Background: an optimization exercise with open tools, aiming at small area, a short achievable clock period and few clock cycles per item. Do not read the settings as production practice. Function was checked by simulation only, so behaviour that the tests miss may differ from the original. No activity file was given, so power comes from the tool's default toggle rates.

rev 12:
==> flow/design.v <==
module gs_addr_calc (
    input  wire        f0,       
    input  wire        f1,       
    input  wire        f2,       
    input  wire        n0,       
    input  wire        n1,       
    input  wire        n2,
    input  wire [14:0] pg,
    input  wire [6:0]  x,
    input  wire [6:0]  y,
    input  wire        c,
    output wire [28:0] addr
);
    wire [28:0] a32 = {3'b000, pg, x[5], y[4], x[4], y[3], x[3], y[2], y[1], x[2], x[1], y[0], x[0]};
    wire [28:0] a8  = {1'b0, pg, x[6], y[5], x[5], y[4], x[4], y[3], y[2], c, x[1], y[0], x[0], x[3], y[1]};
    wire [28:0] a4  = {pg, y[6], x[6], y[5], x[5], y[4], y[3], y[2], c, x[1], y[0], x[0], x[4], x[3], y[1]};
    wire [28:0] s0 = {{15{~n0}}, {14{f0}}};
    wire [28:0] s1 = {{15{~n1}}, {14{f1}}};
    wire [28:0] s2 = {{15{~n2}}, {14{f2}}};
    assign addr = (s0 & a32) | (s1 & a8) | (s2 & a4);
endmodule
module gs_swizzle_agu (
    input  wire        clk,
    input  wire        rst,
    input  wire        cmd_valid,
    output wire        cmd_ready,
    input  wire [1:0]  cmd_fmt,
    input  wire [13:0] cmd_dbp,
    input  wire [5:0]  cmd_dbw,
    input  wire [10:0] cmd_x0,
    input  wire [10:0] cmd_y0,
    input  wire [11:0] cmd_w,
    input  wire [11:0] cmd_h,
    output reg         out_valid,
    input  wire        out_ready,
    output wire [28:0] out_addr,
    output wire        out_last
);
    reg        rdy;         
    reg        setup;       
    reg        f0, f1, f2;  
    reg        n0, n1, n2;  
    reg [5:0]  pw;          
    reg [11:0] w;
    reg [6:0]  x0l;         
    reg [6:0]  xl;          
    reg [6:0]  yl;          
    reg [11:0] cnt;         
    reg        re;          
    reg [11:0] rcnt;        
    reg        lr;          
    reg [14:0] pg;          
    reg [14:0] rb;          
    reg        xc;          
    reg [11:0] bo;          
    reg        sel;
    reg        s0;          
    reg        sl;          
    reg        cx;          
    assign cmd_ready = rdy;
    assign out_last  = re & lr;
    gs_addr_calc u_calc (
        .f0   (f0),
        .f1   (f1),
        .f2   (f2),
        .n0   (n0),
        .n1   (n1),
        .n2   (n2),
        .pg   (pg),
        .x    (xl),
        .y    (yl),
        .c    (cx),
        .addr (out_addr)
    );
    wire accept  = rdy & cmd_valid;
    wire advance = out_valid & out_ready;
    wire row_end = advance & re;
    wire xc_x0  = f0 ? (&x0l[5:0]) : (&x0l);
    wire xc_inc = ~xl[0] & (&xl[5:1]) & (f0 | xl[6]);
    wire yc_cur = (&yl[4:0]) & (f0 | (yl[5] & (f1 | yl[6])));
    wire yc_inc = ~yl[0] & (&yl[4:1]) & (f0 | (yl[5] & (f1 | yl[6])));
    wire [11:0] b      = bo & {12{sel}};
    wire [14:0] ag = rb & {3'd0, b};
    wire [14:0] ap = rb ^ {3'd0, b};
    wire [14:0] g1 = ag | (ap & {ag[13:0], 1'b0});
    wire [14:0] p1 = ap & {ap[13:0], 1'b0};
    wire [14:0] g2 = g1 | (p1 & {g1[12:0], 2'b0});
    wire [14:0] p2 = p1 & {p1[12:0], 2'b0};
    wire [14:0] g3 = g2 | (p2 & {g2[10:0], 4'b0});
    wire [14:0] p3 = p2 & {p2[10:0], 4'b0};
    wire [14:0] g4 = g3 | (p3 & {g3[6:0], 8'b0});
    wire [14:0] rb_sum = ap ^ {g4[13:0], 1'b0};
    wire [5:0] cmd_pw = (cmd_fmt == 2'd0) ? cmd_dbw : {1'b0, cmd_dbw[5:1]};
    wire       ne     = (cmd_w != 12'd0) && (cmd_h != 12'd0);
    wire       sy_nx = (xl[2:0] == 3'd1) ? cnt[0] :
                       (xl[2:0] == 3'd2) ? cnt[1] :
                       (xl[2:0] == 3'd3) ? cnt[2] :
                       (xl[2:0] == 3'd4) ? cnt[3] :
                       (xl[2:0] == 3'd5) ? cnt[4] : cnt[5];
    always @(posedge clk) begin
        if (rst) begin
            rdy       <= 1'b1;
            setup     <= 1'b0;
            out_valid <= 1'b0;
        end else if (accept) begin
            rdy   <= !ne;
            setup <= ne;
        end else if (setup) begin
            if (sl) begin
                setup     <= 1'b0;
                out_valid <= 1'b1;
            end
        end else if (row_end && lr) begin
            out_valid <= 1'b0;
            rdy       <= 1'b1;
        end
    end
    always @(posedge clk) begin
        if (rdy) begin
            f0  <= (cmd_fmt == 2'd0);
            f1  <= (cmd_fmt == 2'd1);
            f2  <= cmd_fmt[1];
            n0  <= (cmd_fmt != 2'd0);
            n1  <= (cmd_fmt != 2'd1);
            n2  <= ~cmd_fmt[1];
            pw  <= cmd_pw;
            w   <= cmd_w;
            x0l <= cmd_x0[6:0];
        end
    end
    wire [6:0] xl_inc = xl + 7'd1;
    wire first = setup & sl;                  
    wire rs    = first | (re & ~setup);       
    always @(posedge clk) begin
        s0 <= rdy;
        sl <= setup & (xl[2:0] == 3'd6);
        if (rdy | setup)
            bo <= rdy ? {7'd0, (cmd_fmt == 2'd0) ? cmd_x0[10:6] : {1'b0, cmd_x0[10:7]}} :
                  (s0 | sl) ? {6'd0, pw} : {bo[10:0], 1'b0};
        if (rdy | setup | row_end)
            sel <= rdy | (setup & ~sl ? sy_nx : setup ? yc_cur : yc_inc);
    end
    always @(posedge clk)
        if (rdy | setup | row_end) rb <= rdy ? {1'b0, cmd_dbp} : rb_sum;
    wire ld = first | (advance & re);         
    wire [14:0] pg_nx = pg + {14'd0, advance & xc};
    always @(posedge clk)
        pg <= ld ? rb_sum : pg_nx;
    wire [6:0] xl_nx = xl + {6'd0, setup | advance};
    always @(posedge clk) begin
        xl <= rdy ? ((cmd_fmt == 2'd0) ? 7'd121 : (cmd_fmt == 2'd1) ? 7'd122 : 7'd123) :
              ld ? x0l : xl_nx;
        if (rdy | setup | advance)
            xc <= rs ? xc_x0 : xc_inc;
    end
    wire [6:0] yl_inc = yl + 7'd1;
    always @(posedge clk)
        yl <= rdy ? cmd_y0[6:0] : yl + {6'd0, advance & re};
    always @(posedge clk)
        if (setup | advance)
            cx <= rs ? (x0l[2] ^ (re & ~setup ? yl_inc[1] ^ yl_inc[2] : yl[1] ^ yl[2]))
                     : (xl_inc[2] ^ yl[1] ^ yl[2]);
    always @(posedge clk) begin
        cnt <= rdy ? {6'd0, cmd_y0[10:5]} : ld ? w : cnt - {11'd0, advance};
        if (rdy | first | advance)
            re <= rs ? (w == 12'd1) : (cnt == 12'd2);
    end
    always @(posedge clk) begin
        rcnt <= rdy ? cmd_h : rcnt - {11'd0, advance & re};
        if (rdy | row_end)
            lr <= rdy ? (cmd_h == 12'd1) : (rcnt == 12'd2);
    end
endmodule
clock: 6.0 ns
lec_check: 0
cap_margin: 20
core_margin: 2
core_utilization: 40
cts_buf_list: sky130_fd_sc_hd__clkbuf_4 sky130_fd_sc_hd__clkbuf_8
cts_cluster_size: 30
setup_slack_margin: 3.3
slew_margin: 20
standard.sh (not shown) runs the stock make flow with config.mk's settings and CLKGATE_MAP_FILE= SYNTH_SCRIPT=/design/flow/synth_recipe.tcl, a recipe that flattens the netlist after the stock synthesis.
==> flow/flow/run.sh <==
#!/bin/bash
export BUFFER_PORTS_ARGS="-buffer_cell sky130_fd_sc_hd__buf_1"
bash standard.sh > standard.log 2>&1
Testbench counts of rev 12, summed over its fixed seeds: cycles 223,093, items 220,800.
For rev 13, these inputs were changed with respect to rev 12:
- a change of SETUP_SLACK_MARGIN from 3.3 to 3.1
Rev 13 vs. rev 12: share of final-layout standard cells stronger than drive strength 1 now sits lower; count of cell instances traversed by the critical path now sits lower; final critical-path setup slack now sits lower; final core area utilization now sits lower; number of endpoints with negative hold slack in the final report now sits at about the same level. Path depth of the worst reg2reg path (higher): rev 12. Rev 13 ends up with lower proportion of final cell area spent on non-clock buffers than rev 12 does. Diff rev 12 -> rev 13: final period utilization grew by 0.41 points, overall power after layout decreased about 2.6%. Of rev 13 and rev 12, it is rev 13 that has the lower detailed-route wire length on metal 1. Relative to rev 12, the clock network fraction of design power of rev 13 is higher by 0.3 points.

-- static timing again, ports no longer ideal --
In the flow no input, the clock included, has a driving cell. The finished layouts below were timed again as built, in two steps.
Step 1, drivers: a clkbuf_16 drives clk and a buf_2 each remaining input, both assumed.
Step 2, shift: input delay + t, output delay - t, t = (earliest + latest rising clock arrival at the registers) / 2. This alone moves slack from input paths to output paths.
a / b / c = ideal / step 1 / step 2; a / b = the first two.
| run | t (ns) | setup slack, ns | hold slack, ns |
|---|---|---|---|
| rev 12 | 0.472 | 3.201 / 3.163 / 2.947 | 0.515 / 0.515 / 0.515 |
| rev 13 | 0.469 | 3.176 / 3.139 / 2.850 | 0.503 / 0.503 / 0.503 |
After both steps setup and hold are still met in every run listed. The setup slack of rev 13, which loses most, moves by -0.037 ns with the drivers and by -0.326 ns with both steps.
